What follows belongs to an exercise in optimizing a design on an open flow for small area, a short achievable clock period and few clock cycles; a production flow would make more cautious choices. The RTL was checked by simulation tests, not by an equivalence proof against the original design.

## job 652
==> flow/design.v (excerpt) <==
module st_unit (
    input             clk,
    input             rst,
    input             cmd_valid,
    output reg        cmd_ready,
    input      [1:0]  cmd_op,
    input      [2:0]  cmd_sel,
    input      [31:0] cmd_x,
    input      [31:0] cmd_n,
    input      [47:0] cmd_mean,
    input      [63:0] cmd_m2,
    output reg        rsp_valid,
    output reg [31:0] rsp_n,
    output reg [47:0] rsp_mean,
    output reg [63:0] rsp_m2,
    output     [63:0] rsp_std,
    output reg        rsp_sat
);
    localparam NINST = 7;
    localparam F     = 16;
    localparam DK  = 4;                   
    localparam DNS = (64 + DK - 1) / DK;  
    localparam DW  = DNS * DK;
    localparam NS  = DNS;                 
    localparam PW  = 98;                  
    localparam OP_OBSERVE = 2'd0;
    localparam OP_LOAD    = 2'd1;
    localparam OP_STDDEV  = 2'd2;
    localparam OP_CLEAR   = 2'd3;
    localparam [31:0] SEED_TICKS = 32'd5000;
    localparam S_IDLE  = 4'd0;
    localparam S_SETUP = 4'd1;    
    localparam S_DIV   = 4'd2;    
    localparam S_MFIN  = 4'd4;    
    localparam S_VDIV  = 4'd6;    
    reg [31:0] st_n    [0:NINST-1];
    reg [47:0] st_mean [0:NINST-1];
    reg [63:0] st_m2   [0:NINST-1];
    reg [NINST-1:0] st_rst;
    reg [3:0]  state;
    reg [1:0]  c_op;
    reg [2:0]  c_sel;
    reg [31:0] c_x;          
    reg [47:0] abs_d;        
    reg [63:0] A;            
    reg [31:0] R;            
    reg [31:0] D;            
    reg [40:0] SR;           
    reg [39:0] Q;            
    reg [33:0] D3;           
    reg [PW-1:0] pS, pC;     
    reg [DK-1:0] md_a, md_q; 
    reg [NS-1:0] oh;         
    reg [DK-1:0] nb;         
    reg [4:0]    tl;         
  ...
For scale: ~10000 cells after synthesis, roughly 400 I/O pins, ~0.11 sq mm of cells after synthesis.
make LEC_CHECK=0 ABC_CLOCK_PERIOD_IN_PS=6000 CAP_MARGIN=20 CORE_MARGIN=2 CORE_UTILIZATION=62 SETUP_SLACK_MARGIN=3 SLEW_MARGIN=20 finish   # period 11.0 ns
run.sh (not shown) runs the stock make flow with config.mk's settings and CLKGATE_MAP_FILE= SYNTH_SCRIPT=/design/flow/synth_recipe.tcl, a recipe that flattens the netlist after the stock synthesis.
The final layout from job 652, which completed every stage, passed the timing, design-rule and antenna checks at the end of the flow.
Testbench counts of job 652, summed over its fixed seeds: cycles 26,654.
For job 4229, these inputs were changed with respect to job 652:
Settings: changing CORE_UTILIZATION from 62 to 57.
--- outcome ---
- Job 4229 ran to completion and came out clean on the timing, design-rule and antenna checks.
- Delta(signed area change from the synthesized netlist to the final layout, job 4229 - job 652) > 0
- Job 4229 against job 652: average via count per standard cell decreased 0.22, count of placed standard cells in the final layout, fillers left out increased about 1.6%, sequential share of layout area essentially unchanged.
- Amount of wire on met3 after detailed routing (job 652 / job 4229): 1.15
- CTS H-tree depth: job 4229 vs job 652, no meaningful difference
Input changes introduced in job 9786 (baseline for comparison: job 4229):
Settings: swapping 57 for 60 in CORE_UTILIZATION.
Findings:
- The remaining max-slew budget at the tightest pin reported for job 9786 is greater than that of job 4229 by 4.6 points.
- Against job 4229, job 9786 comes in 0.72% lower on cell area.
- Per the comparison of job 9786 with job 4229, placed instance count moved down.
Edits applied to the flow inputs when going from job 9786 to job 6810:
Settings: a change of ABC_CLOCK_PERIOD_IN_PS from 6000 to 6500.
==> run notes <==
Delta (job 6810 minus job 9786): antenna diode instance count now sits at about the same level.
As far as final design utilization goes, job 6810 and job 9786 are indistinguishable; the numbers are identical.
Comparing job 9786 against job 6810, there is no change at all in hold slack.
| count of fill cells added during filler insertion | job 6810 vs job 9786 | ≈ equal |
As far as number of search-and-repair iterations in the first detailed-routing pass goes, job 6810 and job 9786 are indistinguishable; the numbers are identical.
Taking job 9786 as the reference, in job 6810 final count of pins violating max slew was more or less identical; cell count about even; sequential share of layout area essentially unchanged.

## static timing again, ports no longer ideal
No port has a modelled driver above. Below, the same layouts with a new extraction and two added sets of constraints. Step 1 (the two cells are an assumption about what drives the block):
set clk [get_ports {clk}]
set_driving_cell -lib_cell sky130_fd_sc_hd__clkbuf_16 $clk
set_driving_cell -lib_cell sky130_fd_sc_hd__buf_2 [delete_from_list [all_inputs] $clk]
Step 2 times the ports against the registers' clock, not the clock port: input delays grow and output delays shrink by t, the midpoint of the rising clock arrivals with the driver on. a / b / c = no drivers / after step 1 / after step 2; a / b = the first two.
| run | t, ns | setup WS [ns] | worst setup path at the end | slew at the worst register clock pin (ns) |
|---|---|---|---|---|
| job 652 | 0.967 | 2.984 / 2.984 / 2.984 | register to register | 0.07 / 0.07 |
| job 4229 | 0.968 | 2.798 / 2.798 / 2.798 | register to register | 0.07 / 0.07 |
| job 9786 | 0.939 | 2.660 / 2.660 / 2.660 | register to register | 0.07 / 0.07 |
| job 6810 | 0.939 | 2.660 / 2.660 / 2.660 | register to register | 0.07 / 0.07 |
After both steps every run listed still meets setup and hold.
